Context: an optimization exercise on an open-source flow, tuned for small area. The choices shown serve that exercise and are no tape-out recipe. RTL that was checked went through simulation tests only; none was proved equivalent to the original. Only the layout flow was run in runs 6 to 9; the RTL was not checked for function there. Power is estimated from default activity; no workload was simulated.

## flow/run.sh

```bash
#!/bin/bash
# synth_recipe.tcl (not shown) runs the flow's synth.tcl, then flattens the netlist and writes it again
# the make line also repeats each setting of config.mk as NAME=value (left out here)
make -C /OpenROAD-flow-scripts/flow DESIGN_CONFIG=/design/flow/config.mk WORK_HOME=/design/flow/orfs CLKGATE_MAP_FILE= SYNTH_SCRIPT=/design/flow/synth_recipe.tcl finish
```

## flow/config.mk

```make
export PLATFORM = sky130hd
export DESIGN_NAME = deframer
export DESIGN_NICKNAME = deframer
export VERILOG_FILES = /design/flow/design.v
export SDC_FILE = /design/flow/constraint.sdc
export NUM_CORES = 4
export LEC_CHECK = 0
export CAP_MARGIN = 20
export CORE_MARGIN = 2
export CORE_UTILIZATION = 40
export SLEW_MARGIN = 20
```

## flow/constraint.sdc

```tcl
create_clock -name core_clock -period 10.0 [get_ports {clk}]
set_input_delay 2.0000 -clock core_clock [delete_from_list [all_inputs] [get_ports {clk}]]
set_output_delay 2.0000 -clock core_clock [all_outputs]
set_load 0.01 [all_outputs]
```

## flow/design.v

```verilog
module deframer #(
    parameter MAX_LEN = 128                    
) (
    input  wire                   clk,
    input  wire                   rst,             
    input  wire                   in_vld,
    input  wire                   in_bit,
    input  wire [15:0]            cfg_sync,
    input  wire                   cfg_has_crc,
    input  wire                   cfg_check_crc,
    input  wire [15:0]            cfg_poly,
    output reg                    ev_valid,
    output reg  [1:0]             ev_kind,         
    output reg                    ev_ok,
    output wire [7:0]             ev_len,
    output wire [8*MAX_LEN-1:0]   ev_data,         
    output reg  [15:0]            ev_crc_calc,
    output reg  [15:0]            ev_crc_recv
);
    localparam CAP   = 8 * MAX_LEN + 16;           
    localparam IDX_W = $clog2(CAP);
    localparam [1:0] ST_SEARCH = 2'd0,
                     ST_LENGTH = 2'd1,
                     ST_PAYLOAD = 2'd2;
    localparam [1:0] K_PACKET = 2'd0,
                     K_CRC_MISMATCH = 2'd1,
                     K_ALLOC_FAIL = 2'd2;
    reg  [1:0]       st;
    reg  [15:0]      sr;           
    reg  [IDX_W-1:0] idx;          
    reg  [7:0]       len;
    reg  [15:0]      crc;          
    reg  [CAP-1:0]   buf_bits;     
    function [15:0] crc_bit;
        input [15:0] r;
        input        d;
        input [15:0] poly;
        begin
            if (r[15] ^ d)
                crc_bit = {r[14:0], 1'b0} ^ poly;
            else
                crc_bit = {r[14:0], 1'b0};
        end
    endfunction
    wire [15:0]      shifted   = {sr[14:0], in_bit};
    wire [7:0]       len_field = shifted[7:0];
    wire             verify_en = cfg_has_crc & cfg_check_crc;
    wire [IDX_W-1:0] payload_bits = {len, 3'b000};
    wire [IDX_W-1:0] total_bits   = payload_bits + (cfg_has_crc ? 16 : 0);
    wire             last_bit     = (idx + 1'b1 == total_bits);
    wire [14:0]      trailer_head = buf_bits[payload_bits +: 15];
    reg  [15:0]      recv;
    integer j;
    always @(*) begin
        for (j = 0; j < 15; j = j + 1)
            recv[15 - j] = trailer_head[j];
        recv[0] = in_bit;
    end
    genvar k, b;
    generate
        for (k = 0; k < MAX_LEN; k = k + 1) begin : g_byte
            for (b = 0; b < 8; b = b + 1) begin : g_bit
                assign ev_data[8*k + 7 - b] = buf_bits[8*k + b];
            end
        end
    endgenerate
    assign ev_len = len;
    always @(posedge clk) begin
        if (rst) begin
            st       <= ST_SEARCH;
            sr       <= 16'd0;
            idx      <= {IDX_W{1'b0}};
            ev_valid <= 1'b0;
        end else begin
            ev_valid <= 1'b0;
            if (in_vld) begin
                case (st)
                    ST_SEARCH: begin
                        if (shifted == cfg_sync) begin
                            sr  <= 16'd0;
                            idx <= {IDX_W{1'b0}};
                            crc <= 16'hFFFF;
                            st  <= ST_LENGTH;
                        end else begin
                            sr <= shifted;
                        end
                    end
                    ST_LENGTH: begin
                        crc <= crc_bit(crc, in_bit, cfg_poly);
                        if (idx != 7) begin
                            sr  <= shifted;
                            idx <= idx + 1'b1;
                        end else begin
                            len <= len_field;
                            idx <= {IDX_W{1'b0}};
                            if (len_field > MAX_LEN) begin
                                ev_valid <= 1'b1;
                                ev_kind  <= K_ALLOC_FAIL;
                                ev_ok    <= 1'b0;
                                sr       <= 16'd0;
                                st       <= ST_SEARCH;
                            end else if (len_field == 8'd0 && !cfg_has_crc) begin
                                ev_valid <= 1'b1;
                                ev_kind  <= K_PACKET;
                                ev_ok    <= 1'b1;
                                sr       <= 16'd0;
                                st       <= ST_SEARCH;
                            end else begin
                                sr <= shifted;
                                st <= ST_PAYLOAD;
                            end
                        end
                    end
                    ST_PAYLOAD: begin
                        buf_bits[idx] <= in_bit;
                        if (idx < payload_bits)
                            crc <= crc_bit(crc, in_bit, cfg_poly);
                        if (last_bit) begin
                            ev_valid    <= 1'b1;
                            ev_crc_calc <= crc;
                            ev_crc_recv <= recv;
                            if (!verify_en || crc == recv) begin
                                ev_kind <= K_PACKET;
                                ev_ok   <= 1'b1;
                            end else begin
                                ev_kind <= K_CRC_MISMATCH;
                                ev_ok   <= 1'b0;
                            end
                            sr  <= 16'd0;
                            idx <= {IDX_W{1'b0}};
                            st  <= ST_SEARCH;
                        end else begin
                            idx <= idx + 1'b1;
                        end
                    end
                    default: st <= ST_SEARCH;
                endcase
            end
        end
    end
endmodule
```

==> results of run 1 <==
-- synth_stat cells (11+ instances only) --
library cell and count:
nor2_1 152, ha_1 15, o211ai_1 12, buf_4 1058
xnor2_1 40, mux4_2 391, a31oi_1 11, or3_1 11
a21o_1 11, mux2_2 70, xor2_1 12, o221ai_1 13
and2_1 21, o22ai_1 56, o21ai_0 1082, o21a_1 18
nor3_1 31, a221oi_1 14, nand3_1 1074, buf_2 56
inv_1 23, mux2i_1 155, buf_6 29, dfxtp_1 29
nor4_1 12, nand4_1 25, a211oi_1 28, a22o_1 19
a21oi_1 56, a22oi_1 39, and3_1 22, nand2b_1 22
buf_1 53, nor2b_1 15, nand2_1 1316, edfxtp_1 1099
clkbuf_1 536
-- path summary, 6_finish.rpt --
kind                            startpoint    endpoint  slack, ns  depth (start not counted)
worst max register to register      len[1]  ev_kind[0]       4.06                         11
worst max-delay path                len[1]  ev_kind[0]       4.06                         11
worst min-delay path                 sr[7]       sr[7]       0.51                          2
worst min register to register       sr[7]       sr[7]       0.51                          2
-- worst max-delay path, delay by kind of cell, from the launching register on --
family	cells	cell delay (ns)
AO/OA/AOI/OAI	5	2.04
buffers and inverters	2	1.69
multiplexers	2	0.97
flip-flops	1	0.50
AND/OR/NAND/NOR	2	0.33
-- cells by family after synthesis --
family,after synthesis
AND/OR/NAND/NOR,2746
buffers and inverters,1769
AO/OA/AOI/OAI,1457
flip-flops,1128
multiplexers,621
XOR/XNOR,52
adder cells (fa/ha/maj),15
-- metrics by stage --
step                 TNS, ns  utilization (%)  cells
floorplan           -8599.23                -   7788
CTS                        0            45.54  10100
global route               0            45.56  10100
finish                     0            45.60  10130
global placement           0            43.19   9837
detailed placement         0            43.24   9842
-- layer usage --
layer / global-route usage, % / share of wire, % / routed length, um / up-vias
met3: 17.93 / 16 / 70910 / 1564
met1: 52.13 / 33 / 145200 / 35210
met2: 61.79 / 41 / 183600 / 7500
met4: 35.24 / 10 / 44880 / 20
li1: - / - / - / 26910
met5: 0 / 0.030 / 132 / -
-- cell type report --
cell class	instances	area [um2]	share of cell area [%]
repair buffers	1287	12610	14.51
clock buffers	181	3761	4.328
clock inverters	74	630.6	0.7256
well taps	2511	3142	3.615
multi-input cells	4891	33010	37.99
flip-flops and latches	1128	33580	38.64
inverters	26	103.9	0.1195
diodes	27	67.56	0.07774
-- cell usage in the layout, fill, tap and decap left out, types with 19 or more instances in the layout --
cell type | netlist | final
a21oi_1 | 56 | 56
a22o_1 | 19 | 19
a211oi_1 | 28 | 26
nand2b_1 | 22 | 22
mux2i_1 | 155 | 155
nor3_1 | 31 | 28
nand2_2 | 0 | 36
nand3_1 | 1074 | 1074
buf_4 | 1058 | 165
diode_2 | 0 | 27
inv_1 | 23 | 21
mux4_2 | 391 | 391
nor2_4 | 0 | 40
dfxtp_1 | 29 | 29
nand2_1 | 1316 | 1268
o21ai_0 | 1082 | 1082
edfxtp_1 | 1099 | 1099
nand4_1 | 25 | 25
clkinv_1 | 1 | 33
nor2_1 | 152 | 94
a22oi_1 | 39 | 39
clkdlybuf4s50_1 | 0 | 1104
and3_1 | 22 | 22
o22ai_1 | 56 | 55
mux2_2 | 70 | 70
clkbuf_1 | 536 | 34
xnor2_1 | 40 | 40
clkbuf_16 | 0 | 143
-- power groups by stage --
stage | registers, mW | logic (mW) | clock network (mW)
final | 5.11 | 0.122 | 5.14
after CTS | 5.11 | 0.116 | 5.09
after detailed placement | 5.21 | 0.116 | 0
after global routing | 5.10 | 0.125 | 5.25
after floorplan | 5.21 | 0.0725 | 0
after global placement | 5.21 | 0.116 | 0
-- registers in the layout, indices dropped and copies added, names as in the netlist --
register / count
buf_bits: 1040
crc: 16
ev_crc_calc: 16
ev_crc_recv: 16
ev_kind: 2
ev_ok: 1
ev_valid: 1
idx: 11
len: 8
sr: 15
st: 2
==> flow_summary_export.csv, run 1 <==
group,metric,value,unit
outcome,status,"no timing/DRC/antenna violations",
placed_design,hpwl,302900,um
floorplan,coreArea,190600,um2
clocking,cts_sinks,1128,
placed_design,dpl_cell_area,82410,um2
sta,tightest_slew,1.318,ns
sta,hold_violations,0,
floorplan,placementRows,160,
global_route,grt_overflow,0,
placed_design,gp_congestion,1.015,
hold_path,hold_class,"flop to flop",
sta,rsz0062_at_grt,"false",
synthesis,synth-seq-area-share,43.64,%
global_route,grt_pass1_wl,588800,um
sta,finalCritPeriodShare,59.44,%
sta,setup_ws,4.056,ns
sta,whs,0.5112,ns
power,p_leak,22.53,nW
worst_setup_path,crit_chain,"buf_4, buf_4, mux4_2, mux2i_1, o22ai_1, a211oi_1, o21ai_0, a21oi_1, or3_1, nand4_1, o21ba_1",
synthesis,yosysTopAreaCell,"edfxtp_1",
worst_setup_path,cpMostUsedCell,"buf_4",
worst_setup_path,slowest_delay,0.86,ns
sta,clock_skew,0.03790,ns
clocking,cts_made_buffers,140,
power,p_sw_share,23.03,%
synthesis,synth_compound_gate_area_share,10.69,%
clocking,clk_pin_slew,0.06,ns
power,clkPwrFrac,49.6,%
floorplan,pin_count,1106,
clocking,clk_latency,0.85,ns
route,wire_per_inst,43.92,um
synthesis,synth_ff_type,"edfxtp_1",
global_route,grt_pass1_vias,63770,
job,max-cap-violations,0,
power,netSwitchingPower,2.387,mW
global_route,antenna_found_initial,38,
clocking,ctsHtreeMaxLevel,4,
finish,area.growth.synth_to_final,12.93,%
worst_setup_path,path_max_fanout,63,
clocking,cts_hold_buffers,0,
clocking,post_cts_resized,0,
floorplan,start_util,40.38,%
finish,drive_gt1_share,13.14,%
finish,fill_cells,17710,
route,wl,444700,um
route,drtIter0Drc,14660,
synthesis,syn_inst,7788,
synthesis,ys_ff_latch,1128,
global_route,grt_max_degree,214,
finish,fin_nets,7527,
finish,final_area,86910,um2
synthesis,synth-edff-count,1099,
synthesis,synth_area,76960,um2
sta,max_freq,168.2,MHz
clocking,cts_max_path_buffers,3,
clocking,post_cts_buffers,0,
sta,relSlewSlack,12.15,%
floorplan,die_y,442.6,um
clocking,root_buffer,"clkbuf_16",
worst_setup_path,cp.arrival,6.54,ns
global_route,track_usage,43.70,%
synthesis,yosys.area_share.simple,15.88,%
synthesis,syn_avg_cell_area,9.882,um2
synthesis,synth_warnings,1,
synthesis,syn_nets,7841,
sta,maxSlewViolCount,0,
worst_setup_path,slowest_stage,"buf_4",
synthesis,ys_types,91,
power,total_power,10.37,mW
route,vias,71190,
placed_design,port_buffers,1105,
synthesis,synthAdderAreaFrac,0.2439,%
synthesis,async_reset_ff_share,0,%
synthesis,synth_xor_area_share,0.5918,%
floorplan,die_area,195900,um2
worst_setup_path,start_kind,"flop",
power,powerDensity,119.3,nW/um2
clocking,cts_tree,"built",
synthesis,synthTopCellsByArea,"edfxtp_1, mux4_2, buf_4, o21ai_0, nand3_1",
route,drc,0,
synthesis,muxShareOfSynthArea,14.62,%
route,via_per_inst,7.032,
power,comb_power_share,1.2,%
power,vdd_ir_drop_max,0.0001314,V
worst_setup_path,critPathRequiredTime,10.59,ns
worst_setup_path,crit_type,"flop to flop",
power,seq_power_share,49.3,%
floorplan,die_x,442.6,um
power,intPower,7.978,mW
sta,setup_viol,0,
route,drtAntennaViolNets,0,
route,firstDrtPassIters,8,
synthesis,yosysTopAreaCellShare,42.88,%
sta,fin_crit,5.944,ns
synthesis,synth_top_family_by_area,"simple AND/OR/NAND/NOR gates",
worst_setup_path,endpoint_kind,"flop",
placed_design,pre_cts_slack,3.993,ns
==> run 2, diff against run 1 <==
==> flow/design.v (replaced) <==
module deframer #(
    parameter MAX_LEN = 128                    
) (
    input  wire                   clk,
    input  wire                   rst,             
    input  wire                   in_vld,
    input  wire                   in_bit,
    input  wire [15:0]            cfg_sync,
    input  wire                   cfg_has_crc,
    input  wire                   cfg_check_crc,
    input  wire [15:0]            cfg_poly,
    output reg                    ev_valid,
    output reg  [1:0]             ev_kind,         
    output wire                   ev_ok,
    output wire [7:0]             ev_len,
    output wire [8*MAX_LEN-1:0]   ev_data,         
    output wire [15:0]            ev_crc_calc,
    output wire [15:0]            ev_crc_recv
);
    localparam [1:0] ST_SEARCH  = 2'd0,
                     ST_LENGTH  = 2'd1,
                     ST_PAYLOAD = 2'd2,
                     ST_TRAILER = 2'd3;
    localparam [1:0] K_PACKET = 2'd0,
                     K_CRC_MISMATCH = 2'd1,
                     K_ALLOC_FAIL = 2'd2;
    reg  [1:0]  st;
    reg  [15:0] sr;            
    reg  [2:0]  bcnt;          
    reg  [6:0]  kcnt;          
    reg  [7:0]  len;
    reg  [15:0] crc;           
    reg  [8*MAX_LEN-1:0] pbuf;
    wire [15:0] shifted   = {sr[14:0], in_bit};
    wire        byte_end  = (bcnt == 3'd7);
    wire [7:0]  kcnt_inc  = {1'b0, kcnt} + 8'd1;
    wire        last_byte = (kcnt_inc == len);
    wire        verify_en = cfg_has_crc & cfg_check_crc;
    wire        match = ev_valid ? ({15'd0, in_bit} == cfg_sync)
                                 : (shifted == cfg_sync);
    wire [15:0] crc_next = {crc[14:0], 1'b0} ^ (cfg_poly & {16{crc[15] ^ in_bit}});
    wire        step  = in_vld & ~rst;
    wire        wr    = step & (st == ST_PAYLOAD) & byte_end;
    genvar k;
    generate
        for (k = 0; k < MAX_LEN; k = k + 1) begin : g_byte
            always @(posedge clk)
                if (wr && kcnt == k)
                    pbuf[8*k +: 8] <= shifted[7:0];
        end
    endgenerate
    assign ev_data     = pbuf;
    assign ev_len      = len;
    assign ev_ok       = ~(ev_kind[0] | ev_kind[1]);
    assign ev_crc_calc = crc;
    assign ev_crc_recv = sr;
    always @(posedge clk) begin
        if (rst) begin
            st       <= ST_SEARCH;
            sr       <= 16'd0;
            ev_valid <= 1'b0;
        end else begin
            ev_valid <= 1'b0;
            if (ev_valid && !in_vld)
                sr <= 16'd0;
            if (in_vld) begin
                case (st)
                    ST_SEARCH: begin
                        sr   <= ev_valid ? {15'd0, in_bit} : shifted;
                        bcnt <= 3'd0;
                        if (match) begin
                            crc <= 16'hFFFF;
                            st  <= ST_LENGTH;
                        end
                    end
                    ST_LENGTH: begin
                        sr   <= shifted;
                        crc  <= crc_next;
                        bcnt <= bcnt + 3'd1;
                        kcnt <= 7'd0;
                        if (byte_end) begin
                            len <= shifted[7:0];
                            if (shifted[7:0] > MAX_LEN) begin
                                ev_valid <= 1'b1;
                                ev_kind  <= K_ALLOC_FAIL;
                                st       <= ST_SEARCH;
                            end else if (shifted[7:0] == 8'd0) begin
                                if (cfg_has_crc) begin
                                    st <= ST_TRAILER;
                                end else begin
                                    ev_valid <= 1'b1;
                                    ev_kind  <= K_PACKET;
                                    st       <= ST_SEARCH;
                                end
                            end else begin
                                st <= ST_PAYLOAD;
                            end
                        end
                    end
                    ST_PAYLOAD: begin
                        sr   <= shifted;
                        crc  <= crc_next;
                        bcnt <= bcnt + 3'd1;
                        if (byte_end) begin
                            if (last_byte) begin
                                kcnt <= 7'd0;
                                if (cfg_has_crc) begin
                                    st <= ST_TRAILER;
                                end else begin
                                    ev_valid <= 1'b1;
                                    ev_kind  <= K_PACKET;
                                    st       <= ST_SEARCH;
                                end
                            end else begin
                                kcnt <= kcnt_inc[6:0];
                            end
                        end
                    end
                    default: begin  
                        sr   <= shifted;
                        bcnt <= bcnt + 3'd1;
                        if (byte_end) begin
                            kcnt[0] <= 1'b1;
                            if (kcnt[0]) begin
                                ev_valid <= 1'b1;
                                ev_kind  <= (verify_en && crc != shifted)
                                            ? K_CRC_MISMATCH : K_PACKET;
                                st       <= ST_SEARCH;
                            end
                        end
                    end
                endcase
            end
        end
    end
endmodule
==> run 2 against run 1 <==
The run now fails in I/O pin placement (3_2_place_iop). Synthesized area shrank 55%. Synthesized cell count shrank 81%.
==> flow_summary_export.csv, run 2 <==
group,metric,value,unit
floorplan,start_util,40.51,%
synthesis,synth_area,34600,um2
synthesis,synth_commonest_cells,"edfxtp_1, nor2_1, nand2_1, clkbuf_1, xor2_1",
synthesis,yosysTopAreaCell,"edfxtp_1",
synthesis,synthAdderAreaFrac,0.3616,%
synthesis,synth_xor_area_share,0.8607,%
outcome,stop_error,"[ERROR PPL-0024] Number of IO pins (1106) exceeds maximum number of available positions (1074). Increase the die perimeter from 1192.42um to 1504.16um.",
synthesis,synth_ff_type,"edfxtp_1",
outcome,haltStage,"I/O pin placement (3_2_place_iop)",
floorplan,die_y,298.1,um
synthesis,syn_avg_cell_area,22.94,um2
synthesis,muxShareOfSynthArea,0.09041,%
outcome,status,"aborted with a tool error",
synthesis,syn_inst,1508,
synthesis,synth-seq-area-share,93.10,%
synthesis,ys_types,52,
synthesis,synth.most_common_cell,"edfxtp_1",
floorplan,placementRows,107,
synthesis,synth_warnings,1,
synthesis,syn_nets,1556,
synthesis,yosysTopAreaCellShare,92.00,%
floorplan,die_x,298.1,um
synthesis,async_reset_ff_share,0,%
synthesis,yosys.area_share.simple,3.428,%
synthesis,synthTopCellsByArea,"edfxtp_1, nor2_1, dfxtp_1, xor2_1, a22o_1",
synthesis,ys_ff_latch,1079,
synthesis,synth_compound_gate_area_share,1.624,%
synthesis,synth-edff-count,1060,
synthesis,synth_top_family_by_area,"simple AND/OR/NAND/NOR gates",
## run 2: cell types whose count changed after synthesis, moves of 391 or more
| cell | delta |
|---|---|
| nand2_1 | -1289 |
| nand3_1 | -1070 |
| o21ai_0 | -1060 |
| buf_4 | -1058 |
| clkbuf_1 | -512 |
| mux4_2 | -391 |
## run 2: cell families after synthesis
kind of cell | after synthesis
DFF | 1079
and+or+nand+nor | 255
AOI/OAI and AO/OA | 84
buffers and inverters | 43
xor gates and xnor gates | 34
adders and majority gates | 10
muxes | 3
==> run 3, diff against run 2 <==
--- a/flow/config.mk
+++ b/flow/config.mk
@@ -6,6 +6,6 @@
 export NUM_CORES = 4
 export LEC_CHECK = 0
 export CAP_MARGIN = 20
-export CORE_MARGIN = 2
-export CORE_UTILIZATION = 40
+export CORE_AREA = 2.3 2.72 457.7 147.28
+export DIE_AREA = 0 0 460 150
 export SLEW_MARGIN = 20
==> run 3 against run 2 <==
The run now finishes clean. Synthesized area unchanged. Synthesized cell count is the same.
==> flow_summary_export.csv, run 3 <==
group,metric,value,unit
outcome,status,"no timing/DRC/antenna violations",
synthesis,synth.most_common_cell,"edfxtp_1",
finish,final_cell_mix,"clkdlybuf4s50_1, edfxtp_1, nor2_1",
finish,largest_register_ffs,1024,
floorplan,die_y,150,um
clocking,cts_made_buffers,78,
synthesis,synth-edff-count,1060,
worst_setup_path,r2r.worst_path.cells,6,
synthesis,synth_commonest_cells,"edfxtp_1, nor2_1, nand2_1, clkbuf_1, xor2_1",
worst_setup_path,critPathRequiredTime,10.30,ns
synthesis,syn_avg_cell_area,22.94,um2
route,drc,0,
hold_path,hp-start,"sr[15]",
clocking,ctsHtreeMaxLevel,3,
synthesis,async_reset_ff_share,0,%
sta,relSlewSlack,28.77,%
route,firstDrtPassIters,6,
worst_setup_path,r2r_start,"kcnt[4]",
clocking,post_cts_resized,0,
synthesis,synth_warnings,1,
floorplan,die_x,460,um
sta,maxSlewViolCount,0,
placed_design,gp_congestion,0.9739,
finish,reg.largest.list,"pbuf (1024), crc (16), sr (16)",
global_route,grt_max_degree,69,
finish,regMostFlops,"pbuf",
floorplan,placementRows,53,
finish,layoutNonFillerInstCount,3631,
clocking,cts_sinks,1079,
worst_setup_path,cp.arrival,4.84,ns
clocking,cts_max_path_buffers,3,
route,wire_per_inst,32.63,um
hold_path,hold_class,"flop to flop",
global_route,grt_pass1_wl,157500,um
synthesis,synth_area,34600,um2
route,vias,20110,
worst_setup_path,path_max_fanout,8,
floorplan,start_util,52.70,%
sta,rsz0062_at_grt,"false",
clocking,cts_tree,"built",
finish,area.growth.synth_to_final,43.12,%
clocking,cts_hold_buffers,0,
synthesis,yosysTopAreaCell,"edfxtp_1",
worst_setup_path,crit_type,"input port to flop",
sta,clock_skew,0.02990,ns
global_route,grt_pass1_vias,19150,
finish,fin_nets,2735,
sta,finalCritPeriodShare,45.40,%
synthesis,syn_inst,1508,
worst_setup_path,start_kind,"input port",
finish,final_common_cell,"clkdlybuf4s50_1",
synthesis,syn_nets,1556,
power,p_leak,17.01,nW
sta,tightest_slew,1.067,ns
clocking,root_buffer,"clkbuf_16",
route,drtIter0Drc,2483,
sta,max_freq,220.3,MHz
route,drtAntennaViolNets,0,
sta,setup_tns,0,ns
clocking,clk_pin_slew,0.08,ns
synthesis,synth-seq-area-share,93.10,%
synthesis,ys_types,52,
synthesis,yosysTopAreaCellShare,92.00,%
global_route,track_usage,33.56,%
floorplan,pin_count,1106,
placed_design,port_buffers,1105,
job,max-cap-violations,0,
clocking,post_cts_buffers,0,
worst_setup_path,endpoint_kind,"flop",
sta,fin_crit,4.540,ns
worst_setup_path,rrSetupSlack,6.32,ns
synthesis,synthTopCellsByArea,"edfxtp_1, nor2_1, dfxtp_1, xor2_1, a22o_1",
worst_setup_path,r2r-end,"ev_kind[0]",
placed_design,placed_cells,3487,
finish,drive_gt1_share,5.636,%
synthesis,ys_ff_latch,1079,
synthesis,synth_ff_type,"edfxtp_1",
route,via_per_inst,5.538,
route,wl,118500,um
clocking,clk_latency,0.66,ns
placed_design,hpwl,81100,um
sta,hold_violations,0,
global_route,antenna_found_initial,5,
floorplan,die_area,69000,um2
hold_path,whs_path_depth,1,
sta,setup_viol,0,
floorplan,coreArea,65650,um2
finish,postLayoutCoreUtil,75.43,%
hold_path,hold_path_end,"sr[15]",
power,vdd_ir_drop_max,0.0001190,V
power,powerDensity,169.3,nW/um2
global_route,grt_overflow,0,
run 3: cell counts after synthesis:
No cell type changed its count.
run 3: kinds of logic (layout without fill, tap and decap cells):
group,after synthesis,after routing,synth area share [%]
mux,3,3,0.09041
flops,1079,1079,93.10
buf+inv,43,1285,0.5388
simple gates,255,255,3.428
other cells,0,1,0
compound gates,84,84,1.624
fa+ha+maj,10,10,0.3616
xor+xnor,34,34,0.8606
run 3: final cells by class:
class | instances | area [um2]
well taps | 880 | 1101
repair buffers | 1129 | 11240
inverters | 13 | 48.80
flip-flops and latches | 1079 | 32240
fillers | 3813 | 16130
multi-input cells | 386 | 2218
clock buffers | 92 | 2090
diodes | 1 | 2.502
clock inverters | 51 | 584.3
run 3: report_power, final:
part           switching [mW]  total [mW]  leakage (nW)  internal, mW
combinational          0.0482      0.0695          5.05        0.0213
sequential            0.00712        4.92          10.7          4.91
clock                    1.58        3.40          1.28          1.82
run 3: per-layer routing:
layer | up-vias | global-route usage, % | wire length, um
met3 | 162 | 7.733 | 10510
met1 | 10540 | 45.65 | 45060
met5 | - | 0 | 0
met4 | 0 | 8.553 | 2742
li1 | 8257 | - | -
met2 | 1151 | 55.68 | 60150
run 3: worst max-delay path by stage:
stage | from | to
after global placement | cfg_sync[10] | crc[10]
after detailed placement | rst | pbuf[1007]
after CTS | rst | pbuf[1000]
after global routing | rst | pbuf[1000]
after floorplan | sr[0] | ev_crc_recv[0]
final | rst | pbuf[1007]
run 3: worst max-delay path, stage by stage:
cell	delay, ns
clkdlybuf4s50_1	0.53
nand2b_1	0.33
nor2_1	0.30
and2_1	0.40
nand2_1	0.50
nor2_1	0.75
run 3: through the flow:
stage / cell area (um2) / hold WS (ns) / power, mW / setup slack (ns)
final: 49520 / 0.4959 / 8.385 / 5.460
after global routing: 49520 / 0.5342 / 8.590 / 5.368
after CTS: 49510 / 0.4899 / 8.397 / 5.589
after detailed placement: 46840 / 0.4679 / 5.088 / 4.894
after global placement: 46840 / 0.4732 / 5.087 / 5.057
after floorplan: 34600 / 0.4807 / 5.038 / 5.981
==> run 4, diff against run 3 <==
==> flow/flow/run.sh (new file) <==
#!/bin/bash
# Standard ORFS layout (the standard.sh), with the port buffers made
# from the smallest buffer cell and clock tree options set explicitly.
set -euo pipefail
bash standard.sh \
  'BUFFER_PORTS_ARGS=-buffer_cell sky130_fd_sc_hd__buf_1' \
  'CTS_ARGS=-sink_clustering_enable -repair_clock_nets -dont_use_dummy_load' \
  finish > flow_standard.log 2>&1
==> flow/standard.sh (new file) <==
#!/bin/bash
# synth_recipe.tcl (not shown) runs the flow's synth.tcl, then flattens the netlist and writes it again
# the make line also repeats each setting of config.mk as NAME=value (left out here)
make -C /OpenROAD-flow-scripts/flow DESIGN_CONFIG=/design/flow/config.mk WORK_HOME=/design/flow/orfs CLKGATE_MAP_FILE= SYNTH_SCRIPT=/design/flow/synth_recipe.tcl "${@:-finish}"
removed: flow/run.sh
==> run 4 against run 3 <==
Worst hold slack worse by 0.011 ns. Largest cell class unchanged. Critical path depth up 1. Still clean on timing, DRC and antenna. Design area down 15%. Register-to-register slack better by 0.06 ns. Synthesized area unchanged. Largest power group unchanged. Global-route usage down 2.5 points. Core utilization down 12 points.
==> flow_summary_export.csv, run 4 <==
group,metric,value,unit
outcome,status,"no timing/DRC/antenna violations",
worst_setup_path,r2r-end,"ev_kind[1]",
finish,regMostFlops,"pbuf",
synthesis,synth_ff_type,"edfxtp_1",
sta,tightest_slew,1.070,ns
clocking,cts_tree,"built",
finish,area.growth.synth_to_final,21.26,%
sta,setup_viol,0,
worst_setup_path,crit_start,"in_bit",
worst_setup_path,path_max_fanout,31,
synthesis,synth_warnings,1,
sta,maxSlewViolCount,0,
worst_setup_path,crit_type,"input port to flop",
placed_design,dpl_cell_area,39930,um2
global_route,antenna_found_initial,10,
clocking,clk_latency,0.64,ns
clocking,cts_max_path_buffers,3,
route,wire_per_inst,31.04,um
global_route,grt_max_degree,71,
sta,setup_tns,0,ns
clocking,post_cts_resized,0,
worst_setup_path,start_kind,"input port",
synthesis,ys_ff_latch,1079,
clocking,root_buffer,"clkbuf_16",
synthesis,synth-seq-area-share,93.10,%
global_route,grt_pass1_vias,18170,
job,max-cap-violations,0,
power,powerDensity,186.3,nW/um2
synthesis,async_reset_ff_share,0,%
hold_path,hp-start,"sr[15]",
synthesis,synth.most_common_cell,"edfxtp_1",
finish,final_cell_mix,"buf_1, edfxtp_1, nor2_1",
route,firstDrtPassIters,7,
placed_design,gp_congestion,0.9310,
clocking,clk_pin_slew,0.07,ns
clocking,post_cts_buffers,0,
floorplan,die_area,69000,um2
hold_path,hold_class,"flop to flop",
sta,clock_skew,0.04275,ns
sta,relSlewSlack,28.40,%
floorplan,die_y,150,um
synthesis,synthTopCellsByArea,"edfxtp_1, nor2_1, dfxtp_1, xor2_1, a22o_1",
floorplan,placementRows,53,
synthesis,synth_area,34600,um2
power,p_leak,13.88,nW
synthesis,yosysTopAreaCell,"edfxtp_1",
placed_design,port_buffers,1105,
clocking,ctsHtreeMaxLevel,3,
sta,whs,0.4852,ns
floorplan,die_x,460,um
synthesis,synth-edff-count,1060,
sta,rsz0062_at_grt,"false",
clocking,cts_hold_buffers,0,
synthesis,synth_commonest_cells,"edfxtp_1, nor2_1, nand2_1, clkbuf_1, xor2_1",
finish,drive_gt1_share,4.466,%
synthesis,syn_inst,1508,
synthesis,syn_avg_cell_area,22.94,um2
worst_setup_path,endpoint_kind,"flop",
finish,final_area,41950,um2
floorplan,pin_count,1106,
global_route,track_usage,31.08,%
global_route,grt_overflow,0,
route,drc,0,
route,drtAntennaViolNets,0,
clocking,cts_made_buffers,80,
finish,reg.largest.list,"pbuf (1024), crc (16), sr (16)",
route,via_per_inst,5.526,
global_route,grt_pass1_wl,146600,um
clocking,cts_sinks,1079,
worst_setup_path,r2r.worst_path.cells,6,
sta,fin_crit,4.251,ns
floorplan,coreArea,65650,um2
synthesis,syn_nets,1556,
floorplan,start_util,52.70,%
worst_setup_path,cp.arrival,4.49,ns
hold_path,hold_path_end,"sr[15]",
finish,largest_register_ffs,1024,
power,vdd_ir_drop_max,0.0001172,V
placed_design,hpwl,75390,um
route,drtIter0Drc,1992,
finish,fin_nets,2737,
worst_setup_path,critPathRequiredTime,10.23,ns
route,wl,110900,um
sta,finalCritPeriodShare,42.51,%
route,vias,19750,
hold_path,whs_path_depth,1,
worst_setup_path,r2r_start,"kcnt[4]",
synthesis,ys_types,52,
finish,final_common_cell,"buf_1",
synthesis,yosysTopAreaCellShare,92.00,%
sta,max_freq,235.2,MHz
sta,hold_violations,0,
worst_setup_path,rrSetupSlack,6.38,ns
## run 4: cell counts after synthesis
No cell type changed its count.
## run 4: how the worst max path moves through the flow
stage / end / slack, ns / depth (start not counted)
6_report: crc[0] / 5.75 / 7
2_1_floorplan: ev_crc_recv[0] / 5.98 / 0
4_1_cts: crc[0] / 5.84 / 7
3_3_place_gp: crc[3] / 5.22 / 7
5_1_grt: crc[0] / 5.59 / 7
3_5_place_dp: crc[3] / 5.21 / 7
## run 4: power breakdown
part	internal [mW]	switching [mW]	leakage, nW	total, mW
combinational	0.0115	0.0494	2.21	0.0609
clock	1.41	1.43	0.986	2.84
sequential	4.91	0.00607	10.7	4.92
## run 4: critical path, cell delays in order
cell	delay (ns)
clkbuf_4	0.32
xor2_1	0.29
a2111oi_0	0.37
nor4b_1	0.32
nand4_1	0.25
mux2i_1	0.18
and2_1	0.63
## run 4: cell type report
type	count	area, um2
antenna	6	15.01
fill	4791	23700
multi-input combinational	386	2218
clock buffer	80	2002
timing repair buffer	1129	4332
sequential	1079	32240
inverter	13	48.80
tap	880	1101
## run 4: cells by family after synthesis
logic type,share of synthesized area (%)
AO/OA/AOI/OAI,1.624
flip-flops,93.10
XOR/XNOR,0.8606
AND/OR/NAND/NOR,3.428
multiplexers,0.09041
adder cells (fa/ha/maj),0.3616
buffers and inverters,0.5388
## run 4: through the flow
stage | total power [mW] | setup slack [ns] | cells | utilization (%)
final | 7.818 | 5.749 | 3573 | 63.91
after global routing | 8.016 | 5.594 | 3568 | 63.89
after detailed placement | 5.078 | 5.213 | 3487 | 60.82
after CTS | 7.836 | 5.839 | 3567 | 63.87
after floorplan | 5.038 | 5.981 | 1508 | -
after global placement | 5.077 | 5.219 | 3487 | 60.82
## run 4: layer usage
metal	vias to the layer above	wire, um	GRT usage (%)
met4	6	3031	9.852
met3	185	9049	8.445
met1	10350	43330	41.80
li1	8202	-	-
met2	1006	55440	50.15
met5	-	48	0
==> run 5, diff against run 4 <==
--- a/flow/flow/run.sh
+++ b/flow/flow/run.sh
@@ -4,5 +4,5 @@
 set -euo pipefail
 bash standard.sh \
   'BUFFER_PORTS_ARGS=-buffer_cell sky130_fd_sc_hd__buf_1' \
-  'CTS_ARGS=-sink_clustering_enable -repair_clock_nets -dont_use_dummy_load' \
+  'CTS_ARGS=-sink_clustering_enable -repair_clock_nets -dont_use_dummy_load -buf_list sky130_fd_sc_hd__clkbuf_4 -root_buf sky130_fd_sc_hd__clkbuf_16' \
   finish > flow_standard.log 2>&1
==> run 5 against run 4 <==
Still clean. Non-clock buffer count unchanged. First-iteration DRC count rose by 2.7%. Via count rose by 2.3%. Synthesized cell count unchanged. Final cell count rose by 3.5%. Register-to-register slack got worse by 0.03 ns. Critical path depth is 1 lower. Worst hold slack better by 0.0034 ns. Sequential power hardly changed. Core utilization fell by 0.68 points. Sequential cell count unchanged. Largest power group unchanged.
==> flow_summary_export.csv, run 5 <==
group,metric,value,unit
finish,regMostFlops,"pbuf",
synthesis,synthTopCellsByArea,"edfxtp_1, nor2_1, dfxtp_1, xor2_1, a22o_1",
clocking,cts_max_path_buffers,3,
worst_setup_path,crit_start,"rst",
synthesis,synth.most_common_cell,"edfxtp_1",
finish,final_area,41510,um2
worst_setup_path,crit_type,"input port to flop",
placed_design,dpl_cell_area,39930,um2
outcome,status,"no timing/DRC/antenna violations",
clocking,clk_pin_slew,0.08,ns
job,max-cap-violations,0,
clocking,ctsHtreeMaxLevel,4,
route,vias,20200,
sta,relSlewSlack,28.06,%
finish,postLayoutCoreUtil,63.22,%
floorplan,die_area,69000,um2
hold_path,hold_class,"flop to flop",
synthesis,syn_avg_cell_area,22.94,um2
sta,setup_viol,0,
sta,setup_ws,5.799,ns
synthesis,synth-edff-count,1060,
worst_setup_path,path_max_fanout,8,
clocking,cts_tree,"built",
clocking,cts_hold_buffers,0,
synthesis,synth_warnings,1,
floorplan,die_x,460,um
route,drc,0,
finish,layoutNonFillerInstCount,3697,
placed_design,port_buffers,1105,
clocking,clk_latency,0.73,ns
hold_path,hp-start,"sr[15]",
power,p_leak,13.85,nW
worst_setup_path,critPathRequiredTime,10.33,ns
synthesis,synth_area,34600,um2
global_route,grt_max_degree,71,
route,wire_per_inst,30.48,um
worst_setup_path,start_kind,"input port",
sta,clock_skew,0.09568,ns
placed_design,pre_cts_slack,5.213,ns
finish,fin_nets,2862,
global_route,grt_pass1_vias,19030,
finish,drive_gt1_share,8.713,%
global_route,grt_pass1_wl,149600,um
route,drtIter0Drc,2046,
clocking,root_buffer,"clkbuf_16",
finish,area.growth.synth_to_final,19.96,%
clocking,post_cts_buffers,0,
route,wl,112700,um
worst_setup_path,endpoint_kind,"flop",
synthesis,ys_ff_latch,1079,
synthesis,syn_inst,1508,
finish,final_cell_mix,"buf_1, edfxtp_1, clkbuf_4",
sta,maxSlewViolCount,0,
route,drtAntennaViolNets,0,
clocking,cts_sinks,1079,
floorplan,coreArea,65650,um2
sta,tightest_slew,1.075,ns
synthesis,ys_types,52,
sta,setup_tns,0,ns
floorplan,placementRows,53,
finish,final_common_cell,"buf_1",
sta,rsz0062_at_grt,"false",
synthesis,async_reset_ff_share,0,%
power,powerDensity,178.5,nW/um2
sta,hold_violations,0,
finish,reg.largest.list,"pbuf (1024), crc (16), sr (16)",
synthesis,yosysTopAreaCellShare,92.00,%
floorplan,die_y,150,um
power,vdd_ir_drop_max,0.0001017,V
synthesis,synth-seq-area-share,93.10,%
synthesis,synth_commonest_cells,"edfxtp_1, nor2_1, nand2_1, clkbuf_1, xor2_1",
sta,finalCritPeriodShare,42.01,%
floorplan,pin_count,1106,
global_route,grt_overflow,0,
global_route,track_usage,31.72,%
synthesis,synth_ff_type,"edfxtp_1",
synthesis,syn_nets,1556,
placed_design,gp_congestion,0.9310,
sta,whs,0.4886,ns
finish,largest_register_ffs,1024,
route,firstDrtPassIters,6,
worst_setup_path,cp.arrival,4.53,ns
route,via_per_inst,5.463,
sta,max_freq,238.0,MHz
clocking,cts_made_buffers,205,
placed_design,placed_cells,3487,
finish,area.sequential,32240,um2
finish,fill_cells,4912,
global_route,antenna_found_initial,11,
synthesis,yosysTopAreaCell,"edfxtp_1",
clocking,post_cts_resized,0,
floorplan,start_util,52.70,%
finish,multi_input_area,2218,um2
sta,fin_crit,4.201,ns
worst_setup_path,r2r_start,"kcnt[4]",
placed_design,hpwl,75390,um
power,total_power,7.407,mW
## run 5: cell counts after synthesis
No cell type changed its count.
## run 5: metal layers
metal  track usage [%]  part of all wire, %  vias up
li1                  -                    -     8503
met1             42.52                   39    10340
met2             49.99                   49     1174
met3             10.04                  9.5      182
met4             10.49                  2.7        4
met5                 0                0.026        -
## run 5: layout make-up
| class | count | area share (%) |
|---|---|---|
| tap | 880 | 2.653 |
| multi-input combinational | 386 | 5.345 |
| antenna | 5 | 0.03014 |
| timing repair buffer | 1129 | 10.44 |
| clock buffer | 205 | 3.750 |
| sequential | 1079 | 77.67 |
| inverter | 13 | 0.1176 |
## run 5: worst paths after layout
path / to / slack [ns] / cells past startpoint
max: pbuf[876] / 5.80 / 6
min: sr[15] / 0.49 / 1
max reg2reg: ev_kind[1] / 6.35 / 6
min reg2reg: sr[15] / 0.49 / 1
## run 5: cell families after synthesis
family / Yosys count / share of synthesized area, %
buf+inv: 43 / 0.5388
simple gates: 255 / 3.428
compound gates: 84 / 1.624
fa+ha+maj: 10 / 0.3616
flops: 1079 / 93.10
mux: 3 / 0.09041
xor+xnor: 34 / 0.8606
## run 5: report_power, final
group          leakage (nW)  switching (mW)  internal [mW]
logic                  2.21          0.0491         0.0115
clock network         0.951            1.48          0.950
registers              10.7         0.00596           4.91
total                  13.8            1.53           5.87
## run 5: worst max-delay path: stages
cell and delay, ns:
buf_1 0.16, nand2b_1 0.28, nor2_1 0.38, and2_1 0.37, nand2_1 0.49, nor2_1 0.83
==> run 6, diff against run 5 <==
--- a/flow/design.v
+++ b/flow/design.v
@@ -10,7 +10,7 @@
     input  wire                   cfg_check_crc,
     input  wire [15:0]            cfg_poly,
     output reg                    ev_valid,
-    output reg  [1:0]             ev_kind,         
+    output wire [1:0]             ev_kind,         
     output wire                   ev_ok,
     output wire [7:0]             ev_len,
     output wire [8*MAX_LEN-1:0]   ev_data,         
@@ -21,15 +21,13 @@
                      ST_LENGTH  = 2'd1,
                      ST_PAYLOAD = 2'd2,
                      ST_TRAILER = 2'd3;
-    localparam [1:0] K_PACKET = 2'd0,
-                     K_CRC_MISMATCH = 2'd1,
-                     K_ALLOC_FAIL = 2'd2;
     reg  [1:0]  st;
     reg  [15:0] sr;            
     reg  [2:0]  bcnt;          
     reg  [6:0]  kcnt;          
     reg  [7:0]  len;
     reg  [15:0] crc;           
+    reg         mism;          
     reg  [8*MAX_LEN-1:0] pbuf;
     wire [15:0] shifted   = {sr[14:0], in_bit};
     wire        byte_end  = (bcnt == 3'd7);
@@ -41,17 +39,20 @@
     wire [15:0] crc_next = {crc[14:0], 1'b0} ^ (cfg_poly & {16{crc[15] ^ in_bit}});
     wire        step  = in_vld & ~rst;
     wire        wr    = step & (st == ST_PAYLOAD) & byte_end;
+    wire [7:0] even_byte = kcnt[0] ? shifted[15:8] : shifted[7:0];
     genvar k;
     generate
-        for (k = 0; k < MAX_LEN; k = k + 1) begin : g_byte
+        for (k = 0; k < MAX_LEN / 2; k = k + 1) begin : g_pair
             always @(posedge clk)
-                if (wr && kcnt == k)
-                    pbuf[8*k +: 8] <= shifted[7:0];
+                if (wr && kcnt[6:1] == k)
+                    pbuf[16*k +: 16] <= {shifted[7:0], even_byte};
         end
     endgenerate
     assign ev_data     = pbuf;
     assign ev_len      = len;
-    assign ev_ok       = ~(ev_kind[0] | ev_kind[1]);
+    wire   alloc_fail  = (len > MAX_LEN);
+    assign ev_kind     = {alloc_fail, mism};
+    assign ev_ok       = ~(alloc_fail | mism);
     assign ev_crc_calc = crc;
     assign ev_crc_recv = sr;
     always @(posedge clk) begin
@@ -82,14 +83,14 @@
                             len <= shifted[7:0];
                             if (shifted[7:0] > MAX_LEN) begin
                                 ev_valid <= 1'b1;
-                                ev_kind  <= K_ALLOC_FAIL;
+                                mism     <= 1'b0;
                                 st       <= ST_SEARCH;
                             end else if (shifted[7:0] == 8'd0) begin
                                 if (cfg_has_crc) begin
                                     st <= ST_TRAILER;
                                 end else begin
                                     ev_valid <= 1'b1;
-                                    ev_kind  <= K_PACKET;
+                                    mism     <= 1'b0;
                                     st       <= ST_SEARCH;
                                 end
                             end else begin
@@ -108,7 +109,7 @@
                                     st <= ST_TRAILER;
                                 end else begin
                                     ev_valid <= 1'b1;
-                                    ev_kind  <= K_PACKET;
+                                    mism     <= 1'b0;
                                     st       <= ST_SEARCH;
                                 end
                             end else begin
@@ -123,8 +124,7 @@
                             kcnt[0] <= 1'b1;
                             if (kcnt[0]) begin
                                 ev_valid <= 1'b1;
-                                ev_kind  <= (verify_en && crc != shifted)
-                                            ? K_CRC_MISMATCH : K_PACKET;
+                                mism     <= verify_en && crc != shifted;
                                 st       <= ST_SEARCH;
                             end
                         end
==> flow/flow/run.sh (replaced) <==
#!/bin/bash
# Standard ORFS layout (the standard.sh), with the port buffers made
# from the smallest buffer cell and clock tree options set explicitly.
set -euo pipefail
bash standard.sh \
  'BUFFER_PORTS_ARGS=-buffer_cell sky130_fd_sc_hd__buf_1' \
  'CTS_ARGS=-sink_clustering_enable -repair_clock_nets -dont_use_dummy_load -buf_list sky130_fd_sc_hd__clkbuf_8 -sink_clustering_size 18 -sink_clustering_max_diameter 50' \
  finish > flow_standard.log 2>&1
--- a/flow/config.mk
+++ b/flow/config.mk
@@ -6,6 +6,6 @@
 export NUM_CORES = 4
 export LEC_CHECK = 0
 export CAP_MARGIN = 20
-export CORE_AREA = 2.3 2.72 457.7 147.28
-export DIE_AREA = 0 0 460 150
+export CORE_AREA = 2.3 2.72 477.7 97.28
+export DIE_AREA = 0 0 480 100
 export SLEW_MARGIN = 20
==> run 6 against run 5 <==
The run now fails in detailed placement (3_5_place_dp). Synthesized cell count down 2.7%. Synthesized area down 0.39%.
==> flow_summary_export.csv, run 6 <==
group,metric,value,unit
synthesis,synth_top_family_by_area,"simple AND/OR/NAND/NOR gates",
synthesis,yosys.area_share.simple,2.948,%
floorplan,start_util,78.43,%
floorplan,placementRows,34,
placed_design,hpwl,73610,um
synthesis,synth-edff-count,1059,
outcome,stop_error,"[ERROR DPL-0033] detailed placement checks failed during check placement.",
outcome,status,"aborted with a tool error",
synthesis,synth_commonest_cells,"edfxtp_1, nor2_1, o21ai_0, nand2_1, a21oi_1",
synthesis,synth_xor_area_share,0.8350,%
synthesis,synthAdderAreaFrac,0.2541,%
floorplan,die_x,480,um
synthesis,synthTopCellsByArea,"edfxtp_1, dfxtp_1, nor2_1, xor2_1, o21ai_0",
synthesis,ys_ff_latch,1078,
synthesis,yosysTopAreaCell,"edfxtp_1",
synthesis,muxShareOfSynthArea,0.2360,%
synthesis,yosysTopAreaCellShare,92.27,%
placed_design,gp_congestion,0.9384,
synthesis,synth-seq-area-share,93.37,%
floorplan,pin_count,1106,
floorplan,die_y,100,um
outcome,haltStage,"detailed placement (3_5_place_dp)",
synthesis,async_reset_ff_share,0,%
synthesis,syn_nets,1513,
synthesis,synth_ff_type,"edfxtp_1",
synthesis,syn_inst,1468,
synthesis,syn_avg_cell_area,23.48,um2
synthesis,synth_warnings,1,
synthesis,synth.most_common_cell,"edfxtp_1",
synthesis,ys_types,60,
synthesis,synth_area,34460,um2
placed_design,port_buffers,1105,
synthesis,synth_compound_gate_area_share,1.746,%
[run 6: worst min-delay path by stage]
stage              start  endpoint
floorplan          st[1]     st[1]
global placement  sr[15]    sr[15]
[run 6: cells by family after synthesis]
family                     Yosys count
buffers and inverters               47
adders and majority gates            7
and+or+nand+nor                    203
xor gates and xnor gates            32
AOI/OAI and AO/OA                   94
DFF                               1078
muxes                                7
[run 6: metrics by stage]
stage	cells	setup slack, ns	power [mW]	instance area (um2)	hold WS (ns)
after floorplan	1468	5.289	5.023	34460	0.5056
after global placement	3204	4.823	5.053	39700	0.4651
[run 6: power groups by stage]
stage / sequential, mW / combinational, mW / clock, mW
after global placement: 5.00 / 0.0486 / 0
after floorplan: 5.01 / 0.0166 / 0
==> run 7, diff against run 6 <==
--- a/flow/config.mk
+++ b/flow/config.mk
@@ -6,6 +6,6 @@
 export NUM_CORES = 4
 export LEC_CHECK = 0
 export CAP_MARGIN = 20
-export CORE_AREA = 2.3 2.72 477.7 97.28
-export DIE_AREA = 0 0 480 100
+export CORE_AREA = 2.3 2.72 457.7 147.28
+export DIE_AREA = 0 0 460 150
 export SLEW_MARGIN = 20
==> run 7 against run 6 <==
The run now finishes clean. Synthesized area stayed put. Synthesized cell count stayed put.
==> flow_summary_export.csv, run 7 <==
group,metric,value,unit
synthesis,synth_commonest_cells,"edfxtp_1, nor2_1, o21ai_0, nand2_1, a21oi_1",
finish,final_cell_mix,"buf_1, edfxtp_1, nor2_1",
global_route,antenna_found_initial,6,
clocking,cts_hold_buffers,0,
outcome,status,"no timing/DRC/antenna violations",
worst_setup_path,start_kind,"flop",
synthesis,ys_ff_latch,1078,
clocking,clk_pin_slew,0.11,ns
global_route,grt_overflow,0,
floorplan,die_x,460,um
sta,relSlewSlack,27.05,%
synthesis,syn_avg_cell_area,23.48,um2
synthesis,yosysTopAreaCellShare,92.27,%
power,p_leak,13.65,nW
sta,tightest_slew,1.094,ns
power,netSwitchingPower,1.358,mW
power,comb_power_share,0.8,%
worst_setup_path,crit_type,"flop to output pin",
clocking,ctsHtreeMaxLevel,3,
clocking,post_cts_buffers,0,
clocking,clk_latency,0.73,ns
placed_design,hpwl,73270,um
global_route,grt_max_degree,65,
finish,area.growth.synth_to_final,19.72,%
finish,regMostFlops,"pbuf",
clocking,cts_made_buffers,69,
route,wire_per_inst,31.36,um
finish,fill_cells,4833,
sta,fin_crit,4.088,ns
sta,setup_viol,0,
sta,maxSlewViolCount,0,
job,max-cap-violations,0,
floorplan,coreArea,65650,um2
route,firstDrtPassIters,5,
worst_setup_path,path_max_fanout,21,
clocking,root_buffer,"clkbuf_8",
global_route,track_usage,31.37,%
hold_path,hold_class,"flop to flop",
global_route,grt_pass1_vias,17950,
worst_setup_path,critPathRequiredTime,8.00,ns
route,drc,0,
route,drtIter0Drc,2307,
route,drtAntennaViolNets,0,
route,wl,111900,um
route,vias,19600,
finish,largest_register_ffs,1024,
sta,clock_skew,0.03037,ns
synthesis,synth.most_common_cell,"edfxtp_1",
finish,reg.largest.list,"pbuf (1024), crc (16), sr (16)",
sta,rsz0062_at_grt,"false",
placed_design,dpl_cell_area,40240,um2
sta,finalCritPeriodShare,40.88,%
sta,max_freq,244.6,MHz
synthesis,ys_types,60,
synthesis,synth_warnings,1,
power,clkPwrFrac,28.1,%
clocking,cts_sinks,1078,
placed_design,gp_congestion,0.8849,
floorplan,pin_count,1106,
route,via_per_inst,5.492,
finish,final_common_cell,"buf_1",
synthesis,syn_nets,1513,
power,p_sw_share,19.70,%
synthesis,synth-edff-count,1059,
worst_setup_path,cp.arrival,2.09,ns
power,vdd_ir_drop_max,0.0001291,V
floorplan,die_area,69000,um2
global_route,grt_pass1_wl,145800,um
power,intPower,5.535,mW
synthesis,yosysTopAreaCell,"edfxtp_1",
worst_setup_path,endpoint_kind,"output pin",
floorplan,die_y,150,um
synthesis,syn_inst,1468,
clocking,cts_tree,"built",
floorplan,placementRows,53,
power,powerDensity,167.0,nW/um2
synthesis,synth-seq-area-share,93.37,%
floorplan,start_util,52.50,%
finish,final_area,41260,um2
sta,setup_tns,0,ns
synthesis,async_reset_ff_share,0,%
synthesis,synth_ff_type,"edfxtp_1",
finish,fin_nets,2732,
synthesis,synthTopCellsByArea,"edfxtp_1, dfxtp_1, nor2_1, xor2_1, o21ai_0",
power,seq_power_share,71.1,%
synthesis,synth_area,34460,um2
clocking,post_cts_resized,0,
clocking,cts_max_path_buffers,3,
sta,hold_violations,0,
placed_design,port_buffers,1105,
finish,drive_gt1_share,7.076,%
## run 7: cell counts after synthesis
No cell type changed its count.
## run 7: area by class of cell
| cell class | count | area [um2] | share of cell area, % |
|---|---|---|---|
| well taps | 880 | 1101 | 2.668 |
| flip-flops and latches | 1078 | 32210 | 78.05 |
| inverters | 15 | 56.30 | 0.1365 |
| clock buffers | 69 | 949.7 | 2.302 |
| multi-input cells | 343 | 2192 | 5.313 |
| repair buffers | 1180 | 4746 | 11.50 |
| diodes | 4 | 10.01 | 0.02426 |
## run 7: layer usage
metal / vias up / share of wire [%] / GRT usage, %
met5: - / 0.0089 / 0
met4: 2 / 2.3 / 9.046
met3: 167 / 8.1 / 6.955
met2: 1033 / 52 / 52.66
met1: 10280 / 38 / 41.87
li1: 8114 / - / -
## run 7: critical path, cell delays in order (launching register included)
cell and delay [ns]:
dfxtp_4 0.59, buf_4 0.44, buf_1 0.25
## run 7: cells by family after synthesis
group,Yosys count,synth area share (%)
xor gates and xnor gates,32,0.8350
buffers and inverters,47,0.6063
and+or+nand+nor,203,2.948
adders and majority gates,7,0.2541
AOI/OAI and AO/OA,94,1.746
muxes,7,0.2360
DFF,1078,93.37
## run 7: final timing paths
| check | to | cells after the start | from | slack, ns |
|---|---|---|---|---|
| worst max-delay path | ev_crc_recv[6] | 2 | sr[6] | 5.91 |
| worst min-delay path | sr[15] | 1 | sr[15] | 0.49 |
| worst max register to register | crc[7] | 8 | sr[0] | 6.85 |
| worst min register to register | sr[15] | 1 | sr[15] | 0.49 |
## run 7: power by group through the flow
stage	Sequential (mW)	Clock, mW	Combinational [mW]
after floorplan	5.01	0	0.0166
after global placement	5.00	0	0.0540
after detailed placement	5.00	0	0.0549
after CTS	4.90	1.96	0.0552
after global routing	4.90	2.12	0.0597
final	4.90	1.93	0.0565
## run 7: stage by stage
| step | std cells | setup slack [ns] | utilization, % | hold WS [ns] | power (mW) |
|---|---|---|---|---|---|
| after floorplan | 1468 | 5.289 | - | 0.5056 | 5.023 |
| after global placement | 3492 | 5.264 | 61.24 | 0.4634 | 5.058 |
| after detailed placement | 3495 | 5.183 | 61.30 | 0.4636 | 5.059 |
| after CTS | 3564 | 5.873 | 62.74 | 0.4927 | 6.916 |
| after global routing | 3565 | 5.852 | 62.84 | 0.5201 | 7.083 |
| final | 3569 | 5.912 | 62.85 | 0.4950 | 6.892 |
==> run 8, diff against run 7 <==
==> flow/flow/run.sh (replaced) <==
#!/bin/bash
# Standard ORFS layout (the standard.sh), with the port buffers made
# from the smallest buffer cell and clock tree options set explicitly.
set -euo pipefail
bash standard.sh \
  'BUFFER_PORTS_ARGS=-buffer_cell sky130_fd_sc_hd__buf_1' \
  'CTS_ARGS=-sink_clustering_enable -repair_clock_nets -dont_use_dummy_load -buf_list sky130_fd_sc_hd__clkbuf_8' \
  finish > flow_standard.log 2>&1
==> run 8 against run 7 <==
Still clean on timing, DRC and antenna. Sequential cell count unchanged. Critical path depth unchanged. Count of clock-buffer cells in the layout up 63. Sequential power about the same. Worst setup slack better by 0.059 ns. Clock skew up 0.014 ns. Critical path type unchanged. Critical endpoint unchanged. Largest cell class unchanged. Highest routed layer unchanged.
==> flow_summary_export.csv, run 8 <==
group,metric,value,unit
outcome,status,"no timing/DRC/antenna violations",
sta,max_freq,248.2,MHz
finish,reg.largest.list,"pbuf (1024), crc (16), sr (16)",
floorplan,die_y,150,um
route,vias,19960,
route,drc,0,
global_route,antenna_found_initial,7,
worst_setup_path,critPathRequiredTime,8.00,ns
worst_setup_path,crit_type,"flop to output pin",
global_route,grt_pass1_wl,147600,um
synthesis,synth_area,34460,um2
global_route,grt_pass1_vias,18410,
clocking,root_buffer,"clkbuf_8",
sta,finalCritPeriodShare,40.30,%
route,wl,113200,um
sta,clock_skew,0.04471,ns
synthesis,synth_warnings,1,
clocking,cts_made_buffers,132,
finish,regMostFlops,"pbuf",
floorplan,die_x,460,um
worst_setup_path,crit_buf_inv,2,
synthesis,ys_types,60,
synthesis,yosysTopAreaCellShare,92.27,%
sta,fin_crit,4.030,ns
synthesis,ys_ff_latch,1078,
clocking,clk_latency,0.74,ns
route,drtIter0Drc,2497,
clocking,cts_tree,"built",
clocking,post_cts_buffers,0,
worst_setup_path,endpoint_kind,"output pin",
worst_setup_path,critPathCapture,"ev_crc_recv[6]",
synthesis,synth_ff_type,"edfxtp_1",
synthesis,syn_inst,1468,
route,drtAntennaViolNets,0,
job,max-cap-violations,0,
route,via_per_inst,5.497,
synthesis,yosysTopAreaCell,"edfxtp_1",
worst_setup_path,slowest_stage,"dfxtp_4",
synthesis,syn_avg_cell_area,23.48,um2
worst_setup_path,cp.arrival,2.03,ns
floorplan,coreArea,65650,um2
clocking,post_cts_resized,0,
clocking,clk_pin_slew,0.06,ns
worst_setup_path,crit_start,"sr[6]",
floorplan,die_area,69000,um2
finish,fin_nets,2795,
synthesis,syn_nets,1513,
global_route,track_usage,31.75,%
route,wire_per_inst,31.17,um
worst_setup_path,crit_chain,"buf_4, buf_1",
synthesis,synth_commonest_cells,"edfxtp_1, nor2_1, o21ai_0, nand2_1, a21oi_1",
synthesis,synthTopCellsByArea,"edfxtp_1, dfxtp_1, nor2_1, xor2_1, o21ai_0",
sta,maxSlewViolCount,0,
global_route,grt_overflow,0,
floorplan,pin_count,1106,
sta,setup_viol,0,
synthesis,synth-edff-count,1059,
finish,drive_gt1_share,9.207,%
worst_setup_path,r2r.worst_path.cells,8,
worst_setup_path,rrSetupSlack,6.87,ns
worst_setup_path,cp.depth,2,
sta,hold_violations,0,
placed_design,gp_congestion,0.8849,
worst_setup_path,start_kind,"flop",
clocking,cts_hold_buffers,0,
sta,setup_tns,0,ns
sta,relSlewSlack,24.60,%
worst_setup_path,path_max_fanout,21,
worst_setup_path,cpLargestDelayFamily,"buffers and inverters",
sta,rsz0062_at_grt,"false",
global_route,grt_max_degree,65,
synthesis,synth.most_common_cell,"edfxtp_1",
synthesis,synth-seq-area-share,93.37,%
route,firstDrtPassIters,5,
clocking,ctsHtreeMaxLevel,4,
placed_design,port_buffers,1105,
placed_design,hpwl,73270,um
power,total_power,7.588,mW
finish,largest_register_ffs,1024,
clocking,cts_sinks,1078,
power,p_leak,14.10,nW
finish,area.growth.synth_to_final,22.23,%
sta,tightest_slew,1.131,ns
worst_setup_path,r2r-end,"crc[7]",
hold_path,hold_class,"flop to flop",
finish,final_common_cell,"buf_1",
finish,final_cell_mix,"buf_1, edfxtp_1, clkbuf_8",
clocking,cts_max_path_buffers,3,
worst_setup_path,slowest_delay,0.58,ns
power,powerDensity,180.1,nW/um2
floorplan,placementRows,53,
worst_setup_path,r2r_start,"sr[0]",
synthesis,async_reset_ff_share,0,%
power,vdd_ir_drop_max,0.0001056,V
floorplan,start_util,52.50,%
## run 8: changes by cell type in the layout (fill, tap and decap cells not counted)
cell / previous run / this run
diode_2: 4 / 3
clkbuf_8: 69 / 132
## run 8: cells by family (layout without fill, tap and decap cells)
logic type | Yosys count | count (layout) | share of synthesized area, %
compound gates | 94 | 94 | 1.746
xor+xnor | 32 | 32 | 0.8350
fa+ha+maj | 7 | 7 | 0.2541
buf+inv | 47 | 1327 | 0.6063
flops | 1078 | 1078 | 93.37
mux | 7 | 7 | 0.2360
other cells | 0 | 3 | 0
simple gates | 203 | 203 | 2.948
## run 8: final cells by class
type | count | area, um2
sequential | 1078 | 32210
fill | 4728 | 23520
timing repair buffer | 1180 | 4746
multi-input combinational | 343 | 2192
clock buffer | 132 | 1817
tap | 880 | 1101
inverter | 15 | 56.30
antenna | 3 | 7.507
## run 8: per-layer routing
layer	routed length (um)	part of all wire (%)	GRT usage, %
met1	42390	37	42.27
met2	57880	51	52.65
met3	10180	9.0	7.967
met4	2703	2.4	9.227
met5	14	0.012	0
## run 8: worst min path at each step
stage                     startpoint     end  depth (start not counted)
after floorplan                st[1]   st[1]                          2
after global placement        sr[15]  sr[15]                          1
after detailed placement      sr[15]  sr[15]                          1
after CTS                     sr[15]  sr[15]                          1
after global routing          sr[15]  sr[15]                          1
final                         sr[15]  sr[15]                          1
## run 8: power by group
| group | switching (mW) | leakage, nW | total (mW) | internal [mW] |
|---|---|---|---|---|
| Sequential | 0.00527 | 10.7 | 4.91 | 4.90 |
| Clock | 1.45 | 0.949 | 2.63 | 1.17 |
| Combinational | 0.0448 | 2.46 | 0.0568 | 0.0120 |
| Total | 1.50 | 14.1 | 7.59 | 6.08 |
## run 8: through the flow
step	cells	cell area, um2	setup slack, ns	util (%)	hold slack (ns)
final	3631	42130	5.970	64.17	0.4921
after global routing	3628	42120	5.854	64.16	0.5071
after CTS	3627	42060	5.913	64.07	0.4821
after detailed placement	3495	40240	5.183	61.30	0.4636
after global placement	3492	40210	5.264	61.24	0.4634
after floorplan	1468	34460	5.289	-	0.5056
## run 8: worst reg2reg max path: stages, from the launching register on
cell       delay (ns)
dfxtp_4          0.58
buf_4            0.86
nor2b_1          0.30
a2111oi_1        0.08
a21oi_1          0.17
o21ai_0          0.11
a31oi_1          0.45
nor3_2           0.09
buf_4            0.23
==> run 9, diff against run 8 <==
==> flow/flow/run.sh (replaced) <==
#!/bin/bash
# Standard ORFS layout (the standard.sh), with the port buffers made
# from the smallest buffer cell and clock tree options set explicitly.
set -euo pipefail
bash standard.sh \
  'BUFFER_PORTS_ARGS=-buffer_cell sky130_fd_sc_hd__buf_1' \
  'CTS_ARGS=-sink_clustering_enable -repair_clock_nets -dont_use_dummy_load -buf_list sky130_fd_sc_hd__clkbuf_8 -sink_clustering_size 16 -sink_clustering_max_diameter 30' \
  finish > flow_standard.log 2>&1
==> run 9 against run 8 <==
First-iteration DRC count down 1.1%. Worst setup slack worse by 0.026 ns. Count of clock-buffer cells in the layout down 42. Clock skew up 0.041 ns. Clock power down 18%. Sequential share of layout area up 1.1 points. Core utilization down 0.88 points. Sequential power about the same. Synthesized cell count unchanged. Via count down 0.85%. Synthesized area unchanged. Critical path depth unchanged.
==> flow_summary_export.csv, run 9 <==
group,metric,value,unit
finish,fill_cells,4772,
worst_setup_path,path_max_fanout,21,
synthesis,synth-edff-count,1059,
worst_setup_path,rrSetupSlack,6.84,ns
finish,final_common_cell,"buf_1",
synthesis,async_reset_ff_share,0,%
floorplan,start_util,52.50,%
worst_setup_path,cp.arrival,2.06,ns
placed_design,port_buffers,1105,
route,drc,0,
synthesis,ys_types,60,
sta,maxSlewViolCount,0,
power,vdd_ir_drop_max,0.00009843,V
sta,finalCritPeriodShare,40.56,%
placed_design,gp_congestion,0.8849,
synthesis,syn_nets,1513,
synthesis,synth.most_common_cell,"edfxtp_1",
worst_setup_path,endpoint_kind,"output pin",
route,firstDrtPassIters,5,
floorplan,die_y,150,um
route,vias,19790,
sta,rsz0062_at_grt,"false",
clocking,post_cts_buffers,0,
synthesis,yosysTopAreaCell,"edfxtp_1",
synthesis,syn_avg_cell_area,23.48,um2
finish,area.sequential,32210,um2
route,wire_per_inst,31.25,um
sta,setup_tns,0,ns
finish,area.growth.synth_to_final,20.56,%
global_route,grt_pass1_vias,18140,
worst_setup_path,crit_type,"flop to output pin",
synthesis,synth-seq-area-share,93.37,%
clocking,cts_max_path_buffers,3,
route,drtAntennaViolNets,0,
job,max-cap-violations,0,
floorplan,die_x,460,um
sta,hold_violations,0,
finish,final_area,41550,um2
sta,clock_skew,0.08581,ns
clocking,clk_pin_slew,0.10,ns
synthesis,synthTopCellsByArea,"edfxtp_1, dfxtp_1, nor2_1, xor2_1, o21ai_0",
floorplan,pin_count,1106,
clocking,clk_latency,0.75,ns
route,drtIter0Drc,2470,
hold_path,hold_class,"flop to flop",
clocking,root_buffer,"clkbuf_8",
clocking,cts_sinks,1078,
synthesis,syn_inst,1468,
power,total_power,7.111,mW
finish,regMostFlops,"pbuf",
finish,largest_register_ffs,1024,
sta,fin_crit,4.056,ns
synthesis,yosysTopAreaCellShare,92.27,%
global_route,antenna_found_initial,6,
clocking,ctsHtreeMaxLevel,3,
power,p_leak,13.80,nW
synthesis,synth_commonest_cells,"edfxtp_1, nor2_1, o21ai_0, nand2_1, a21oi_1",
sta,setup_viol,0,
synthesis,synth_area,34460,um2
floorplan,coreArea,65650,um2
power,powerDensity,171.1,nW/um2
sta,relSlewSlack,25.86,%
global_route,grt_pass1_wl,146100,um
route,via_per_inst,5.515,
route,wl,112100,um
sta,max_freq,246.5,MHz
clocking,cts_hold_buffers,0,
sta,tightest_slew,1.112,ns
finish,drive_gt1_share,7.797,%
floorplan,die_area,69000,um2
finish,fin_nets,2753,
worst_setup_path,start_kind,"flop",
outcome,status,"no timing/DRC/antenna violations",
global_route,grt_overflow,0,
finish,reg.largest.list,"pbuf (1024), crc (16), sr (16)",
placed_design,dpl_cell_area,40240,um2
floorplan,placementRows,53,
synthesis,ys_ff_latch,1078,
finish,multi_input_area,2192,um2
placed_design,hpwl,73270,um
global_route,track_usage,31.41,%
clocking,cts_tree,"built",
finish,final_cell_mix,"buf_1, edfxtp_1, clkbuf_8",
global_route,grt_max_degree,65,
clocking,post_cts_resized,0,
clocking,cts_made_buffers,90,
synthesis,synth_warnings,1,
worst_setup_path,critPathRequiredTime,8.00,ns
synthesis,synth_ff_type,"edfxtp_1",
[run 9: logic make-up (layout without fill, tap and decap cells)]
kind of cell             Yosys count  after routing  share of synthesized area, %
buffers and inverters             47           1285                        0.6063
AND/OR/NAND/NOR                  203            203                         2.948
AO/OA/AOI/OAI                     94             94                         1.746
XOR/XNOR                          32             32                        0.8350
adder cells (fa/ha/maj)            7              7                        0.2541
multiplexers                       7              7                        0.2360
other                              0              3                             0
flip-flops                      1078           1078                         93.37
[run 9: stage by stage]
step	utilization (%)	cells	hold WS, ns	setup WS, ns
floorplan	-	1468	0.5056	5.289
global placement	61.24	3492	0.4634	5.264
detailed placement	61.30	3495	0.4636	5.183
CTS	63.18	3585	0.4832	5.870
global route	63.28	3586	0.5087	5.840
finish	63.29	3589	0.4875	5.944
[run 9: metal layers]
metal / up-vias / wire length, um / track usage [%]
li1: 8159 / - / -
met1: 10350 / 42300 / 42.26
met2: 1129 / 58140 / 52.73
met3: 154 / 9311 / 6.402
met4: 2 / 2389 / 9.211
met5: - / 7 / 0
[run 9: area by class of cell]
| class | count | area share (%) |
|---|---|---|
| repair buffers | 1180 | 11.42 |
| inverters | 15 | 0.1355 |
| flip-flops and latches | 1078 | 77.52 |
| clock buffers | 90 | 2.981 |
| multi-input cells | 343 | 5.276 |
| well taps | 880 | 2.650 |
| diodes | 3 | 0.01807 |
[run 9: path summary, 6_finish.rpt]
path | cells past startpoint | to | start
max | 2 | ev_crc_recv[6] | sr[6]
min | 1 | sr[15] | sr[15]
max reg2reg | 8 | crc[4] | sr[0]
min reg2reg | 1 | sr[15] | sr[15]
[run 9: power by group]
part	internal, mW	total (mW)	switching, mW	leakage [nW]
logic	0.0120	0.0569	0.0449	2.46
clock network	0.805	2.15	1.35	0.647
registers	4.90	4.90	0.00515	10.7
total	5.71	7.11	1.40	13.8
[run 9: critical path, stage by stage (launching register included)]
cell     delay, ns
dfxtp_4       0.58
buf_4         0.43
buf_1         0.25

==> what the ideal ports hide <==
The results above use ideal ports. As a check the final layouts listed here were re-extracted and re-timed, cells and wires unchanged. Step 1, drivers: a clkbuf_16 drives clk and a buf_2 each remaining input, both assumed. Step 2 times the ports against the registers' clock, not the clock port: input delays grow and output delays shrink by t, the midpoint of the rising clock arrivals with the driver on. a / b / c = ideal ports / drivers / drivers and shift; a / b = the first two.
| run | t, ns | setup slack, ns |
|---|---|---|
| run 1 | 0.931 | 4.056 / 4.056 / 3.967 |
| run 3 | 0.726 | 5.460 / 5.422 / 4.696 |
| run 4 | 0.704 | 5.749 / 5.767 / 5.063 |
| run 5 | 0.755 | 5.799 / 5.789 / 5.034 |
| run 7 | 0.780 | 5.912 / 5.851 / 5.327 |
| run 8 | 0.782 | 5.970 / 5.909 / 5.295 |
| run 9 | 0.771 | 5.944 / 5.881 / 5.321 |
After both steps setup and hold are still met in every run listed.
